This is an optimization exercise on Yosys and OpenROAD, whose aim is small area, a short achievable clock period and few clock cycles per item, not a production implementation. In this exercise RTL edits were held to simulation tests only and were not proved equivalent to the original. Power and IR drop assume default switching activity.

<file path="constraint.sdc">
create_clock -name core_clock -period 5.5 [get_ports {clk}]
set_input_delay 1.1000 -clock core_clock [delete_from_list [all_inputs] [get_ports {clk}]]
set_output_delay 1.1000 -clock core_clock [all_outputs]
set_load 0.01 [all_outputs]
</file>
<file path="design.v">
module ce_parser (
    input  wire        clk,
    input  wire        rst_n,       
    input  wire        in_valid,
    output wire        in_ready,
    input  wire [31:0] in_data,     
    input  wire        in_last,     
    input  wire [1:0]  in_cnt,      
    output reg         rec_valid,
    output reg  [31:0] rec_off,
    output reg  [31:0] rec_len,
    output reg  [31:0] rec_type,
    output reg  [31:0] rec_crc,
    output reg         done_valid,
    output reg  [1:0]  done_err,
    output reg  [31:0] done_info,
    output reg  [31:0] done_count
);
    localparam [1:0] E_OK = 2'd0, E_BAD_SIGNATURE = 2'd1, E_TRUNCATED = 2'd2, E_CRC_MISMATCH = 2'd3;
    localparam [2:0] P_SIG = 3'd0, P_LEN = 3'd1, P_TYPE = 3'd2, P_PAY = 3'd3,
                     P_CRC = 3'd4, P_ERR = 3'd5;
    localparam [31:0] POLY = 32'h04C11DB7;
    reg [31:0] beat;         
    reg [2:0]  beat_n;       
    reg        beat_last;    
    assign in_ready = (beat_n <= 3'd1);
    wire accept = in_valid && in_ready;
    wire       have_byte = (beat_n != 3'd0);
    wire [7:0] cur_byte  = beat[31:24];
    wire       end_byte  = have_byte && beat_last && (beat_n == 3'd1);
    reg [2:0]  phase;
    reg [1:0]  fcnt;         
    reg [31:0] off;          
    reg        sig_bad;
    reg [31:0] rec_start;    
    reg [31:0] len_r;
    reg [31:0] type_r;
    reg [31:0] crc_field;
    reg [31:0] pay_left;
    reg [31:0] crc_state;
    reg [31:0] count;
    reg [1:0]  err;
    reg [31:0] err_off;
    function [7:0] sig_byte(input [2:0] i);
        case (i)
            3'd0: sig_byte = 8'h89;
            3'd1: sig_byte = 8'h50;
            3'd2: sig_byte = 8'h4E;
            3'd3: sig_byte = 8'h47;
            3'd4: sig_byte = 8'h0D;
            3'd5: sig_byte = 8'h0A;
            3'd6: sig_byte = 8'h1A;
            default: sig_byte = 8'h0A;
        endcase
    endfunction
    function [7:0] reflect8(input [7:0] b);
        integer i;
        begin
            for (i = 0; i < 8; i = i + 1)
                reflect8[i] = b[7 - i];
        end
    endfunction
    function [31:0] reflect32(input [31:0] v);
        integer i;
        begin
            for (i = 0; i < 32; i = i + 1)
                reflect32[i] = v[31 - i];
        end
    endfunction
    function [31:0] crc_feed(input [31:0] s, input [7:0] b);
        reg [31:0] t;
        integer    k;
        begin
            t = s ^ {reflect8(b), 24'd0};
            for (k = 0; k < 8; k = k + 1)
                t = t[31] ? ((t << 1) ^ POLY) : (t << 1);
            crc_feed = t;
        end
    endfunction
    wire [31:0] crc_next    = crc_feed(crc_state, cur_byte);
    wire [31:0] crc_final   = reflect32(crc_state) ^ 32'hFFFFFFFF;
    wire [31:0] crc_rcvd    = {crc_field[23:0], cur_byte};
    wire [31:0] len_next    = {len_r[23:0], cur_byte};
    reg [2:0]  n_phase;
    reg [1:0]  n_fcnt;
    reg        n_sig_bad;
    reg [31:0] n_rec_start;
    reg [31:0] n_len;
    reg [31:0] n_type;
    reg [31:0] n_crc_field;
    reg [31:0] n_pay_left;
    reg [31:0] n_crc_state;
    reg [31:0] n_count;
    reg [1:0]  n_err;
    reg [31:0] n_err_off;
    reg        n_rec;        
    always @(*) begin
        n_phase     = phase;
        n_fcnt      = fcnt;
        n_sig_bad   = sig_bad;
        n_rec_start = rec_start;
        n_len       = len_r;
        n_type      = type_r;
        n_crc_field = crc_field;
        n_pay_left  = pay_left;
        n_crc_state = crc_state;
        n_count     = count;
        n_err       = err;
        n_err_off   = err_off;
        n_rec       = 1'b0;
        case (phase)
            P_SIG: begin
                if (cur_byte != sig_byte(off[2:0]))
                    n_sig_bad = 1'b1;
                if (off[2:0] == 3'd7) begin
                    if (n_sig_bad) begin
                        n_phase   = P_ERR;
                        n_err     = E_BAD_SIGNATURE;
                        n_err_off = 32'd0;
                    end else begin
                        n_phase     = P_LEN;
                        n_fcnt      = 2'd0;
                        n_rec_start = off + 32'd1;
                    end
                end
            end
            P_LEN: begin
                n_len  = len_next;
                n_fcnt = fcnt + 2'd1;
                if (fcnt == 2'd3) begin
                    n_phase     = P_TYPE;
                    n_crc_state = 32'hFFFFFFFF;    
                end
            end
            P_TYPE: begin
                n_type      = {type_r[23:0], cur_byte};
                n_crc_state = crc_next;
                n_fcnt      = fcnt + 2'd1;
                if (fcnt == 2'd3) begin
                    n_pay_left = len_r;
                    n_phase    = (len_r == 32'd0) ? P_CRC : P_PAY;
                end
            end
            P_PAY: begin
                n_crc_state = crc_next;
                n_pay_left  = pay_left - 32'd1;
                if (pay_left == 32'd1) begin
                    n_phase = P_CRC;
                    n_fcnt  = 2'd0;
                end
            end
            P_CRC: begin
                n_crc_field = crc_rcvd;
                n_fcnt      = fcnt + 2'd1;
                if (fcnt == 2'd3) begin
                    if (crc_rcvd == crc_final) begin
                        n_rec       = 1'b1;
                        n_count     = count + 32'd1;
                        n_phase     = P_LEN;
                        n_rec_start = off + 32'd1;
                    end else begin
                        n_phase   = P_ERR;
                        n_err     = E_CRC_MISMATCH;
                        n_err_off = rec_start;
                    end
                end
            end
            default: ;    
        endcase
    end
    reg [1:0]  end_err;
    reg [31:0] end_info;
    always @(*) begin
        if (n_phase == P_SIG) begin
            end_err  = E_BAD_SIGNATURE;    
            end_info = 32'd0;
        end else if (n_phase == P_ERR) begin
            end_err  = n_err;
            end_info = n_err_off;
        end else if (n_phase == P_LEN && n_fcnt == 2'd0) begin
            end_err  = E_OK;
            end_info = 32'd0;
        end else begin
            end_err  = E_TRUNCATED;
            end_info = n_rec_start;
        end
    end
    always @(posedge clk) begin
        if (!rst_n) begin
            beat       <= 32'd0;
            beat_n     <= 3'd0;
            beat_last  <= 1'b0;
            phase      <= P_SIG;
            fcnt       <= 2'd0;
            off        <= 32'd0;
            sig_bad    <= 1'b0;
            rec_start  <= 32'd0;
            len_r      <= 32'd0;
            type_r     <= 32'd0;
            crc_field  <= 32'd0;
            pay_left   <= 32'd0;
            crc_state  <= 32'hFFFFFFFF;
            count      <= 32'd0;
            err        <= E_OK;
            err_off    <= 32'd0;
            rec_valid  <= 1'b0;
            rec_off    <= 32'd0;
            rec_len    <= 32'd0;
            rec_type   <= 32'd0;
            rec_crc    <= 32'd0;
            done_valid <= 1'b0;
            done_err   <= E_OK;
            done_info  <= 32'd0;
            done_count <= 32'd0;
        end else begin
            rec_valid  <= 1'b0;
            done_valid <= 1'b0;
            if (accept) begin
                beat      <= in_data;
                beat_n    <= (in_last && in_cnt != 2'd0) ? {1'b0, in_cnt} : 3'd4;
                beat_last <= in_last;
            end else if (have_byte) begin
                beat   <= {beat[23:0], 8'd0};
                beat_n <= beat_n - 3'd1;
            end
            if (have_byte) begin
                if (n_rec) begin
                    rec_valid <= 1'b1;
                    rec_off   <= rec_start;
                    rec_len   <= len_r;
                    rec_type  <= type_r;
                    rec_crc   <= crc_rcvd;
                end
                if (end_byte) begin
                    done_valid <= 1'b1;
                    done_err   <= end_err;
                    done_info  <= end_info;
                    done_count <= (end_err == E_OK) ? n_count : 32'd0;
                    phase      <= P_SIG;
                    fcnt       <= 2'd0;
                    off        <= 32'd0;
                    sig_bad    <= 1'b0;
                    count      <= 32'd0;
                    err        <= E_OK;
                end else begin
                    phase      <= n_phase;
                    fcnt       <= n_fcnt;
                    off        <= off + 32'd1;
                    sig_bad    <= n_sig_bad;
                    count      <= n_count;
                    err        <= n_err;
                end
                rec_start <= n_rec_start;
                len_r     <= n_len;
                type_r    <= n_type;
                crc_field <= n_crc_field;
                pay_left  <= n_pay_left;
                crc_state <= n_crc_state;
                err_off   <= n_err_off;
            end
        end
    end
endmodule
</file>
<file path="run.sh">
#!/bin/bash
# synth_recipe.tcl (not shown) runs the flow's synth.tcl, then flattens the netlist and writes it again
# the make line also repeats each setting of config.mk as NAME=value (left out here)
make -C /OpenROAD-flow-scripts/flow DESIGN_CONFIG=/design/flow/config.mk WORK_HOME=/design/flow/orfs CLKGATE_MAP_FILE= SYNTH_SCRIPT=/design/flow/synth_recipe.tcl finish
</file>
<file path="config.mk">
export PLATFORM = sky130hd
export DESIGN_NAME = ce_parser
export DESIGN_NICKNAME = ce_parser
export VERILOG_FILES = /design/flow/design.v
export SDC_FILE = /design/flow/constraint.sdc
export NUM_CORES = 4
export LEC_CHECK = 0
export CAP_MARGIN = 20
export CORE_MARGIN = 2
export CORE_UTILIZATION = 40
export SLEW_MARGIN = 20
</file>
==> impl_metrics.toml <==
[outcome]
status = "finished clean"

[cells_and_area]
layout-drive-gt1-share_pct = 6.610
area_growth_pct = 20.90
diodes = 0
nets = 3078

[route]
num_vias = 20800
drt-total-wl_microns = 68630
ant_nets = 0
drtPass1Iterations = 6
wire_per_inst_microns = 17.89
post_drt_via_cell_ratio = 5.421
drc = 0
dr.first_iter.drc_count = 1531

[run]
max_cap_viol_count = 0

[sta]
post-route-min-period_ns = 3.933
tightest_slew_ns = 1.108
setup_viol = 0
post-route-period-util_pct = 71.51
fin_setup_tns_ns = 0
setup_ws_ns = 1.567
drv_slew = 0
rsz0062_at_grt = "false"
fin_skew_ns = 0.02437
fmax_mhz = 254.3
slew_headroom_pct = 26.15
hold_violations = 0

[placement]
pre_cts_slack_ns = 1.337
io_buffers = 234
hpwl_microns = 45060
place_congestion = 0.8893

[synthesis]
yosys.cell_count.top_type = "nand2_1"
ys_ff_latch = 520
synth.distinct_cells = 78
synthArstFlopShare_pct = 0
ys.warnings.count = 1
seq_area_frac_synth_pct = 44.56
ys_top_cells_by_count = "725 x nand2_1, 520 x dfxtp_1, 350 x a21oi_1"
syn_avg_cell_area_sq_um = 8.014
syn_nets = 2968
synth_edf_count = 0
synth_largest_area_cell = "dfxtp_1"
yosysTopAreaCellShare_pct = 44.56
syn_area_sq_um = 23360
post_synth_main_area_contributors = "dfxtp_1 45%, nand2_1 12%, a21oi_1 7.5%"
ys.flop_type = "dfxtp_1"
syn_inst = 2915

[clock_tree]
cts_resized = 0
cts-root-buf = "clkbuf_16"
clock_sinks = 520
htreeDepth = 2
post-cts-setup-buffers = 0
hold_buffers = 0
clk_pin_slew_ns = 0.06
cts_buffer_depth = 3
cts_buffers = 58
cts_tree = "done"
insertion_delay_ns = 0.62

[floorplan]
start_util_pct = 40.49
die_h_microns = 245.7
design.core.area_sq_um = 57700
io_pins = 235
die_w_microns = 245.7
rows = 88
die_area_sq_um = 60350

[power]
p_total_mw = 10.66
p_per_area_nw_per_um2 = 377.3
vdd_drop_max_uv = 365.3
power.leakage_nw = 9.572

[critical_path]
start_kind = "register"
critPathArrivalTime_ns = 4.38
cp.required_ns = 5.94
path_max_fanout = 33
cp-end-kind = "register"
path_class = "reg2reg"

[worst_hold_path]
min_path_type = "reg2reg"

[grt]
antenna_found_initial = 0
grtUsageTotal_pct = 22.13
grt_overflow = 0
grt_max_degree = 206
grt_pass1_wl_microns = 108600
grt_pass1_vias = 19620
report_power, final:
| group | internal, mW | leakage, nW | total [mW] | switching [mW] |
|---|---|---|---|---|
| Combinational | 0.803 | 4.35 | 2.43 | 1.63 |
| Sequential | 3.88 | 4.19 | 3.99 | 0.115 |
| Clock | 2.66 | 1.03 | 4.24 | 1.58 |
| Total | 7.34 | 9.57 | 10.7 | 3.32 |
cell type report:
cell class                      count  area (sq um)
Timing Repair Buffer              268          2625
Sequential cell                   520         10410
Multi-Input combinational cell   2151         12040
Tap cell                          765         957.2
Inverter                           26         105.1
Fill cell                        5574         29450
Clock inverter                     26         449.2
Clock buffer                       80          1655
metal layers:
| layer | vias to the layer above | track usage (%) | part of all wire [%] |
|---|---|---|---|
| li1 | 10240 | - | - |
| met1 | 9940 | 29.22 | 45 |
| met2 | 515 | 37.41 | 48 |
| met3 | 102 | 2.892 | 4.8 |
| met4 | 0 | 6.988 | 2.5 |
| met5 | - | 0 | 0 |
worst paths after layout:
path                                                from                          to  slack, ns  cells after the start
worst max-delay path               beat[26]$_SDFFE_PN0P_  done_info[15]$_SDFFE_PN0P_       1.57                     11
worst min-delay path            err_off[22]$_SDFFE_PN0N_    err_off[22]$_SDFFE_PN0N_       0.45                      2
worst max register to register     beat[26]$_SDFFE_PN0P_  done_info[15]$_SDFFE_PN0P_       1.57                     11
worst min register to register  err_off[22]$_SDFFE_PN0N_    err_off[22]$_SDFFE_PN0N_       0.45                      2
cells by family after synthesis:
kind of cell,Yosys count,share of synthesized area [%]
mux,99,4.296
xor+xnor,161,6.192
compound gates,684,17.96
fa+ha+maj,16,0.8463
flops,520,44.56
simple gates,1191,21.88
buf+inv,244,4.264
critical path, stage by stage, from the launching register on:
cell	delay, ns
dfxtp_1	0.41
xnor2_1	0.59
inv_1	0.20
ha_1	0.25
o211ai_1	0.08
nor4_1	0.07
and4_1	0.31
nand3_1	0.26
nand2_1	0.15
and3_1	0.33
a21oi_4	0.87
o31ai_1	0.21
stage by stage:
stage / util (%) / hold slack (ns) / instance area (sq um) / instances
finish: 48.95 / 0.4490 / 28240 / 3836
global route: 48.95 / 0.4685 / 28240 / 3836
CTS: 48.89 / 0.4507 / 28210 / 3835
detailed placement: 45.24 / 0.4430 / 26100 / 3729
global placement: 45.24 / 0.4372 / 26100 / 3729
floorplan: - / 0.4315 / 23360 / 2915
cells in the final DEF (no fill, tap or decap), types with 34 or more instances in the layout:
master / Yosys / final
dfxtp_1: 520 / 520
mux2i_1: 98 / 98
xnor2_1: 116 / 116
nand2_1: 725 / 722
nand3_1: 51 / 50
clkbuf_16: 0 / 59
o22ai_1: 36 / 36
a22oi_1: 52 / 52
nor2_1: 220 / 216
clkdlybuf4s50_1: 0 / 233
xor2_1: 41 / 41
o21ai_0: 66 / 66
o31ai_1: 34 / 34
nor3_1: 44 / 42
a21oi_1: 350 / 349
Testbench counts, summed over its fixed seeds: cycles 323,234, bytes 323,218.

==> separate check: timing with driven ports <==
Ports are ideal in the flow. The routed layout listed here was re-timed in OpenROAD.
Step 1 assumes that a clkbuf_16 drives the clock port and a buf_2 every other input.
Step 2 also shifts input and output timing later by t, the mid clock arrival at the registers, as if the neighbouring blocks saw the same clock.
Slacks: no drivers / after step 1 / after step 2; pairs: no drivers / after step 1.
shift t [ns]: 0.668
setup WS [ns]: 1.567 / 1.567 / 1.567
worst setup path after step 2: register to register
After both steps this run still meets setup and hold. For this run, drivers alone change the setup slack by 0.000 ns; drivers and shift together by 0.000 ns.
